Source: an optimization exercise on an open RTL-to-GDS flow (aim: small area, a short achievable clock period and few clock cycles). Production flows keep margins and buffers that such runs may drop.
The RTL was checked by simulation tests, not by an equivalence proof against the original design.

==> flow/design.v <==
module cc_core (
    input  wire [7:0] a,         
    input  wire [7:0] x,         
    input  wire       sub,       
    input  wire       up,        
    input  wire       tgt_op,    
    input  wire       en,        
    output wire [7:0] as_res,    
    output wire [7:0] step,      
    output wire       mv         
);
    wire [8:0] s = {1'b0, a} + {1'b0, x ^ {8{sub}}} + {8'd0, sub};
    assign as_res = (s[8] ^ sub) ? {8{~sub}} : s[7:0];
    wire [7:0] t = tgt_op ? x : {8{up}};
    assign mv   = en & (up ? (a < t) : (a > t));
    assign step = mv ? (up ? a + 8'd1 : a - 8'd1) : a;
endmodule
module cc_pool #(
    parameter NCORES = 4         
) (
    input  wire                 clk,
    input  wire                 rst,
    input  wire                 cfg_target_op,
    input  wire                 cfg_palette,
    input  wire                 cfg_tie_red,
    input  wire                 cfg_rot_left,
    input  wire                 cfg_blue_arith,
    input  wire                 cfg_acc_first,
    input  wire [3:0]           cfg_arith_en,
    input  wire                 tick,
    input  wire [NCORES-1:0]    cell_valid,
    input  wire [32*NCORES-1:0] cell_data,
    input  wire [NCORES-1:0]    cell_last,
    output wire [NCORES-1:0]    cell_ready,
    output reg                  out_valid,
    output reg  [1:0]           out_core,
    output reg  [23:0]          out_rgb,
    input  wire                 out_ready,
    output wire [NCORES-1:0]    done
);
    localparam PH_ONE = 2'd0, PH_RAMP = 2'd1, PH_SET2 = 2'd2, PH_LAST = 2'd3;
    localparam PH_WAIT = 2'd0, PH_MDQ = 2'd1, PH_MDR = 2'd2, PH_FIN = 2'd3;
    localparam X_ADD = 3'd0, X_SUB = 3'd1, X_SET = 3'd2, X_ROT = 3'd3,
               X_NOP = 3'd4, X_DLY = 3'd5, X_MUL = 3'd6, X_DIV = 3'd7;
    reg       q_tgt_op, q_palette, q_tie_red, q_rot_left, q_blue_on, q_acc_first;
    reg [3:0] q_en;
    reg       tick_q;
    always @(posedge clk) begin
        q_tgt_op    <= cfg_target_op;
        q_palette   <= cfg_palette;
        q_tie_red   <= cfg_tie_red;
        q_rot_left  <= cfg_rot_left;
        q_blue_on   <= cfg_blue_arith & ~cfg_palette;
        q_acc_first <= cfg_acc_first;
        q_en        <= cfg_arith_en;
        tick_q      <= tick;
    end
    reg [95:0] acc;              
    reg [95:0] opd;              
    reg [3:0]  rdy;              
    reg [3:0]  nd;               
    reg [7:0]  ph;
    reg [11:0] opx;
    reg [3:0]  first, last, done_r;
    assign cell_ready = rdy;
    assign done       = done_r;
    reg  [1:0]  sel;
    reg         sel_v;
    wire        go   = ~out_valid | out_ready;
    wire        fire = sel_v & go;
    wire [23:0] eX   = opd[24*sel +: 24];
    wire        e_first = first[sel];
    wire [23:0] eA   = ~e_first ? acc[24*sel +: 24] : q_acc_first ? eX : 24'd0;
    wire [1:0]  e_ph = ph[2*sel +: 2];
    wire [2:0]  e_ox = opx[3*sel +: 3];
    wire [23:0] as_res, step;
    wire [2:0]  mv;
    genvar l;
    generate
        for (l = 0; l < 3; l = l + 1) begin : lane
            cc_core u_lane (
                .a(eA[8*l +: 8]), .x(eX[8*l +: 8]),
                .sub(e_ox[0]), .up(e_ox[0]), .tgt_op(q_tgt_op), .en(e_ph == PH_RAMP),
                .as_res(as_res[8*l +: 8]), .step(step[8*l +: 8]), .mv(mv[l]));
        end
    endgenerate
    wire any_mv = |mv;
    wire [23:0] rot = q_rot_left ? {eA[15:0], eA[23:16]} : {eA[7:0], eA[23:8]};
    wire [23:0] cp_res;
    wire        e_md  = (e_ox[2:1] == 2'b11);        
    wire        e_quiet = (e_ph == PH_ONE) & ((e_ox == X_DLY) | e_md);
    wire r_as  = (e_ph == PH_ONE) & (e_ox[2:1] == 2'b00);
    wire r_x   = ((e_ph == PH_ONE) & (e_ox == X_SET)) | ((e_ph == PH_LAST) & ~e_md);
    wire r_rot = (e_ph == PH_ONE) & (e_ox == X_ROT);
    wire r_cp  = (e_ph == PH_LAST) & e_md;
    wire [23:0] res = r_as  ? {as_res[23:8], q_blue_on ? as_res[7:0] : eA[7:0]}
                    : r_x   ? eX
                    : r_rot ? rot
                    : r_cp  ? cp_res
                    : step;
    wire [8:0] e_rg    = {1'b0, eX[15:8]} - {1'b0, eX[23:16]} - {8'd0, q_tie_red};
    wire       red_dom = e_rg[8];
    wire [23:0] colour = ~q_palette ? res
                       : red_dom    ? {res[23:16], 16'h0000}
                                    : {8'h00, res[15:8], 8'h00};
    always @(posedge clk) begin
        if (rst)
            out_valid <= 1'b0;
        else if (go)
            out_valid <= sel_v & ~e_quiet;
        if (go) begin
            out_core <= sel;
            out_rgb  <= colour;
        end
    end
    wire [6:0] e_dsum = eX[22:16] + eX[14:8] + eX[6:0];
    localparam CP_IDLE = 2'd0, CP_RUN = 2'd1, CP_RES = 2'd2;
    reg  [1:0]  cp_st;
    reg  [1:0]  cp_id;
    reg         cp_div;
    reg  [2:0]  cp_cnt;
    reg  [23:0] cpA, cpR, cpX;
    wire        cp_fin = (cp_st == CP_RUN) & (cp_cnt == 3'd7);
    wire        cp_take = fire & (e_ph == PH_ONE) & e_md & (cp_st == CP_IDLE);
    assign cp_res = cpA;
    wire [23:0] cpA_step, cpR_step;
    wire [2:0]  cp_act;
    generate
        for (l = 0; l < 3; l = l + 1) begin : cplane
            wire [7:0] a  = cpA[8*l +: 8];
            wire [7:0] r  = cpR[8*l +: 8];
            wire [7:0] x  = cpX[8*l +: 8];
            wire       xb = x[7];                    
            wire [8:0] p  = {r, cp_div & a[7]};
            wire [8:0] q  = cp_div ? ~{1'b0, x} : {1'b0, xb ? a : 8'h00};
            wire [9:0] s  = {1'b0, p} + {1'b0, q} + {9'd0, cp_div};
            wire       ge = s[9];
            wire [7:0] r_n = (cp_div & ~ge) ? p[7:0] : s[7:0];
            assign cp_act[l] = (~cp_div | (|x)) & ((l != 0) | q_blue_on);
            assign cpR_step[8*l +: 8] = r_n;
            assign cpA_step[8*l +: 8] = cp_div ? {a[6:0], ge}
                                      : (cp_cnt == 3'd7) ? r_n : a;
        end
    endgenerate
    integer m;
    always @(posedge clk) begin
        if (rst)
            cp_st <= CP_IDLE;
        else case (cp_st)
            CP_IDLE: if (cp_take) cp_st <= CP_RUN;
            CP_RUN:  if (cp_cnt == 3'd7) cp_st <= CP_RES;
            default: if (fire & (sel == cp_id) & (e_ph == PH_LAST)) cp_st <= CP_IDLE;
        endcase
        if (cp_take) begin
            cp_id  <= sel;
            cp_div <= e_ox[0];
            cpA    <= eA;
            cpX    <= eX;
        end else if (cp_st == CP_RUN) begin
            if (~cp_div)
                cpX <= cpX << 1;
            for (m = 0; m < 3; m = m + 1)
                if (cp_act[m])
                    cpA[8*m +: 8] <= cpA_step[8*m +: 8];
        end
        if (cp_st == CP_RUN) begin
            cpR    <= cpR_step;
            cp_cnt <= cp_cnt + 3'd1;
        end else begin
            cpR    <= 24'd0;
            cp_cnt <= 3'd0;
        end
    end
    wire       cp_free = (cp_st == CP_RES) & fire & (sel == cp_id) & (e_ph == PH_LAST);
    wire [3:0] mdq;
    reg  [3:0] wake;
    integer i;
    always @(*) begin
        wake = 4'd0;
        for (i = 3; i >= 0; i = i - 1)
            if (mdq[i]) wake = 4'd1 << i;
        if (!cp_free) wake = 4'd0;
    end
    wire [3:0] nd_d;
    genvar k;
    generate
        for (k = 0; k < 4; k = k + 1) begin : core
            wire [7:0] c_op = cell_data[32*k +: 8];
            wire accept = rdy[k] & cell_valid[k];
            reg [1:0] dph;
            reg [2:0] dox;
            always @(*) begin
                dph = PH_ONE;
                dox = X_NOP;
                case (c_op)
                    8'd0: dox = X_DLY;
                    8'd1: if (q_en[0]) dox = X_ADD;
                    8'd2: if (q_en[1]) dox = X_SUB;
                    8'd3: if (q_en[2]) dox = X_MUL;
                    8'd4: if (q_en[3]) dox = X_DIV;
                    8'd5: dox = X_SET;
                    8'd6: dox = X_ROT;
                    8'd7: begin dph = PH_RAMP; dox = 3'd0; end
                    8'd8: begin dph = PH_RAMP; dox = 3'd1; end
                    default: ;
                endcase
            end
            wire [1:0] p   = ph[2*k +: 2];
            wire [2:0] ox  = opx[3*k +: 3];
            wire [6:0] dc  = opd[24*k +: 7];
            wire in_wait = ~rdy[k] & ~nd[k] & (p == PH_WAIT);
            wire in_fin  = ~rdy[k] & ~nd[k] & (p == PH_FIN);
            assign mdq[k] = ~rdy[k] & ~nd[k] & (p == PH_MDQ);
            wire me      = fire & (sel == k);
            wire s_dly   = (p == PH_ONE) & (ox == X_DLY);
            wire s_md    = (p == PH_ONE) & (ox[2:1] == 2'b11);
            wire s_end   = ((p == PH_ONE) & ~s_md & ~s_dly) | (p == PH_LAST);
            wire dly0    = (e_dsum == 7'd0);
            wire w_end   = in_wait & tick_q & (dc == 7'd1);
            wire c_end   = (me & (s_end | (s_dly & dly0))) | w_end;
            wire out_busy = out_valid & (out_core == k) & ~out_ready;
            wire stay = nd[k] & ~((sel == k) & sel_v &
                                  ((p == PH_ONE) | (p == PH_LAST)));
            wire woke = wake[k] | (cp_fin & (cp_id == k));
            assign nd_d[k] = ~rst & (rdy[k] ? cell_valid[k]
                                   : go     ? (stay | woke) : (nd[k] | woke));
            always @(posedge clk) begin
                if (rst) begin
                    rdy[k]    <= 1'b1;
                    first[k]  <= 1'b1;
                    done_r[k] <= 1'b0;
                end else begin
                    if (me)
                        first[k] <= 1'b0;
                    if (accept)
                        rdy[k]   <= 1'b0;
                    else if (c_end & ~last[k])
                        rdy[k]   <= 1'b1;
                    done_r[k] <= done_r[k] | (in_fin & ~out_busy);
                end
                nd[k] <= nd_d[k];
                if (accept) begin
                    last[k]       <= cell_last[k];
                    ph[2*k +: 2]  <= dph;
                    opx[3*k +: 3] <= dox;
                end else if (c_end) begin
                    ph[2*k +: 2]  <= PH_FIN;         
                end else if (me) begin
                    if (s_dly)                      ph[2*k +: 2] <= PH_WAIT;
                    else if (s_md)                  ph[2*k +: 2] <= cp_take ? PH_MDR : PH_MDQ;
                    else if (p == PH_SET2)          ph[2*k +: 2] <= PH_LAST;
                    else if (~any_mv)               ph[2*k +: 2] <= PH_SET2;    
                end else if (wake[k]) begin
                    ph[2*k +: 2]  <= PH_ONE;
                end else if (cp_fin & (cp_id == k)) begin
                    ph[2*k +: 2]  <= PH_LAST;
                end
                if (me)
                    acc[24*k +: 24] <= res;
                if (rdy[k])
                    opd[24*k +: 24] <= cell_data[32*k+8 +: 24];
                else if (me & s_dly)
                    opd[24*k +: 7]  <= e_dsum;
                else if (in_wait & tick_q)
                    opd[24*k +: 7]  <= dc - 7'd1;
            end
        end
    endgenerate
    reg [1:0] nsel;
    reg [1:0] cand;
    integer j;
    always @(*) begin
        nsel = sel;
        for (j = 3; j >= 0; j = j - 1) begin
            cand = sel + 2'd1 + j[1:0];
            if (nd_d[cand]) nsel = cand;
        end
    end
    always @(posedge clk) begin
        sel_v <= |nd_d;
        sel   <= rst ? 2'd0 : nsel;
    end
endmodule
Settings: LEC_CHECK=0, CAP_MARGIN=20, CORE_MARGIN=2, CORE_UTILIZATION=60, CTS_BUF_LIST=sky130_fd_sc_hd__clkbuf_16, CTS_CLUSTER_DIAMETER=60, CTS_CLUSTER_SIZE=25, SLEW_MARGIN=20; clock period 15.5 ns.
standard.sh (not shown) runs the stock make flow with config.mk's settings and CLKGATE_MAP_FILE= SYNTH_SCRIPT=/design/flow/synth_recipe.tcl, a recipe that flattens the netlist after the stock synthesis.
==> flow/flow/run.sh <==
#!/bin/bash
# Standard ORFS layout (the standard.sh, unchanged synthesis), with the
# timing repair steps aimed at a setup slack of 11 ns instead of 0.
bash standard.sh SETUP_SLACK_MARGIN=11 finish > standard.log 2>&1
Testbench counts at the start, summed over its fixed seeds: cycles 224,677.
Edit:
--- a/flow/design.v
+++ b/flow/design.v
@@ -67,12 +67,12 @@
     reg  [1:0]  sel;
     reg         sel_v;
     wire        go   = ~out_valid | out_ready;
     wire        fire = sel_v & go;
     wire [23:0] eX   = opd[24*sel +: 24];
+    wire [23:0] eA   = acc[24*sel +: 24];
     wire        e_first = first[sel];
-    wire [23:0] eA   = ~e_first ? acc[24*sel +: 24] : q_acc_first ? eX : 24'd0;
     wire [1:0]  e_ph = ph[2*sel +: 2];
     wire [2:0]  e_ox = opx[3*sel +: 3];
     wire [23:0] as_res, step;
     wire [2:0]  mv;
     genvar l;
@@ -87,16 +87,17 @@
     wire any_mv = |mv;
     wire [23:0] rot = q_rot_left ? {eA[15:0], eA[23:16]} : {eA[7:0], eA[23:8]};
     wire [23:0] cp_res;
     wire        e_md  = (e_ox[2:1] == 2'b11);        
     wire        e_quiet = (e_ph == PH_ONE) & ((e_ox == X_DLY) | e_md);
-    wire r_as  = (e_ph == PH_ONE) & (e_ox[2:1] == 2'b00);
-    wire r_x   = ((e_ph == PH_ONE) & (e_ox == X_SET)) | ((e_ph == PH_LAST) & ~e_md);
-    wire r_rot = (e_ph == PH_ONE) & (e_ox == X_ROT);
-    wire r_cp  = (e_ph == PH_LAST) & e_md;
+    wire r_as  = ~e_first & (e_ph == PH_ONE) & (e_ox[2:1] == 2'b00);
+    wire r_x   = e_first | ((e_ph == PH_ONE) & (e_ox == X_SET)) | ((e_ph == PH_LAST) & ~e_md);
+    wire r_rot = ~e_first & (e_ph == PH_ONE) & (e_ox == X_ROT);
+    wire r_cp  = ~e_first & (e_ph == PH_LAST) & e_md;
+    wire [23:0] xv  = (e_first & ~q_acc_first) ? 24'd0 : eX;
     wire [23:0] res = r_as  ? {as_res[23:8], q_blue_on ? as_res[7:0] : eA[7:0]}
-                    : r_x   ? eX
+                    : r_x   ? xv
                     : r_rot ? rot
                     : r_cp  ? cp_res
                     : step;
     wire [8:0] e_rg    = {1'b0, eX[15:8]} - {1'b0, eX[23:16]} - {8'd0, q_tie_red};
     wire       red_dom = e_rg[8];
@@ -105,11 +106,11 @@
                                     : {8'h00, res[15:8], 8'h00};
     always @(posedge clk) begin
         if (rst)
             out_valid <= 1'b0;
         else if (go)
-            out_valid <= sel_v & ~e_quiet;
+            out_valid <= sel_v & ~e_quiet & ~e_first;
         if (go) begin
             out_core <= sel;
             out_rgb  <= colour;
         end
     end
@@ -119,11 +120,11 @@
     reg  [1:0]  cp_id;
     reg         cp_div;
     reg  [2:0]  cp_cnt;
     reg  [23:0] cpA, cpR, cpX;
     wire        cp_fin = (cp_st == CP_RUN) & (cp_cnt == 3'd7);
-    wire        cp_take = fire & (e_ph == PH_ONE) & e_md & (cp_st == CP_IDLE);
+    wire        cp_take = fire & ~e_first & (e_ph == PH_ONE) & e_md & (cp_st == CP_IDLE);
     assign cp_res = cpA;
     wire [23:0] cpA_step, cpR_step;
     wire [2:0]  cp_act;
     generate
         for (l = 0; l < 3; l = l + 1) begin : cplane
@@ -210,18 +211,19 @@
             wire [6:0] dc  = opd[24*k +: 7];
             wire in_wait = ~rdy[k] & ~nd[k] & (p == PH_WAIT);
             wire in_fin  = ~rdy[k] & ~nd[k] & (p == PH_FIN);
             assign mdq[k] = ~rdy[k] & ~nd[k] & (p == PH_MDQ);
             wire me      = fire & (sel == k);
+            wire me_n    = me & ~first[k];           
             wire s_dly   = (p == PH_ONE) & (ox == X_DLY);
             wire s_md    = (p == PH_ONE) & (ox[2:1] == 2'b11);
             wire s_end   = ((p == PH_ONE) & ~s_md & ~s_dly) | (p == PH_LAST);
             wire dly0    = (e_dsum == 7'd0);
             wire w_end   = in_wait & tick_q & (dc == 7'd1);
-            wire c_end   = (me & (s_end | (s_dly & dly0))) | w_end;
+            wire c_end   = (me_n & (s_end | (s_dly & dly0))) | w_end;
             wire out_busy = out_valid & (out_core == k) & ~out_ready;
-            wire stay = nd[k] & ~((sel == k) & sel_v &
+            wire stay = nd[k] & ~((sel == k) & sel_v & ~first[k] &
                                   ((p == PH_ONE) | (p == PH_LAST)));
             wire woke = wake[k] | (cp_fin & (cp_id == k));
             assign nd_d[k] = ~rst & (rdy[k] ? cell_valid[k]
                                    : go     ? (stay | woke) : (nd[k] | woke));
             always @(posedge clk) begin
@@ -243,11 +245,11 @@
                     last[k]       <= cell_last[k];
                     ph[2*k +: 2]  <= dph;
                     opx[3*k +: 3] <= dox;
                 end else if (c_end) begin
                     ph[2*k +: 2]  <= PH_FIN;         
-                end else if (me) begin
+                end else if (me_n) begin
                     if (s_dly)                      ph[2*k +: 2] <= PH_WAIT;
                     else if (s_md)                  ph[2*k +: 2] <= cp_take ? PH_MDR : PH_MDQ;
                     else if (p == PH_SET2)          ph[2*k +: 2] <= PH_LAST;
                     else if (~any_mv)               ph[2*k +: 2] <= PH_SET2;    
                 end else if (wake[k]) begin
@@ -257,11 +259,11 @@
                 end
                 if (me)
                     acc[24*k +: 24] <= res;
                 if (rdy[k])
                     opd[24*k +: 24] <= cell_data[32*k+8 +: 24];
-                else if (me & s_dly)
+                else if (me_n & s_dly)
                     opd[24*k +: 7]  <= e_dsum;
                 else if (in_wait & tick_q)
                     opd[24*k +: 7]  <= dc - 7'd1;
             end
         end
Setup slack gets worse by 110 ps; design area went down by 3.3%; non-clock buffer count went down by 41; critical path depth went down by 4; synthesized area went down by 2.5%; clock-buffer cell count went up by 2; via count went down by 8.1%; die area went down by 2.5%; synthesized cell count went down by 4.1%; core utilization went down by 0.35 points.
Testbench counts after the change, summed over its fixed seeds: cycles 225,125.

-- separate check: timing with driven ports --
How much do the figures lean on ideal ports? The routed layouts below were timed once more, with nothing changed but the port constraints.
Step 1 sets driving cells, clkbuf_16 on the clock port and buf_2 on the other inputs (assumed; they add their load-dependent delay and slew).
Step 2 adds t to the input delays and takes it off the output delays; t is the mean of the earliest and latest rising clock arrival at the registers after step 1. Input paths then give back, and output paths get back, about the clock's delay inside the block.
a / b / c = ideal / step 1 / step 2; a / b = the first two.
run	t, ns	setup WS [ns]	latest minus earliest clock arrival (ns)	pins driven straight from the clock port
the first run	0.629	10.917 / 10.917 / 10.453	0.019 / 0.019	1
the second run	0.655	10.812 / 10.823 / 10.167	0.016 / 0.017	1
After both steps every run listed still meets setup and hold. For the second run, which loses most, drivers alone change the setup slack by +0.011 ns; drivers and shift together by -0.645 ns.
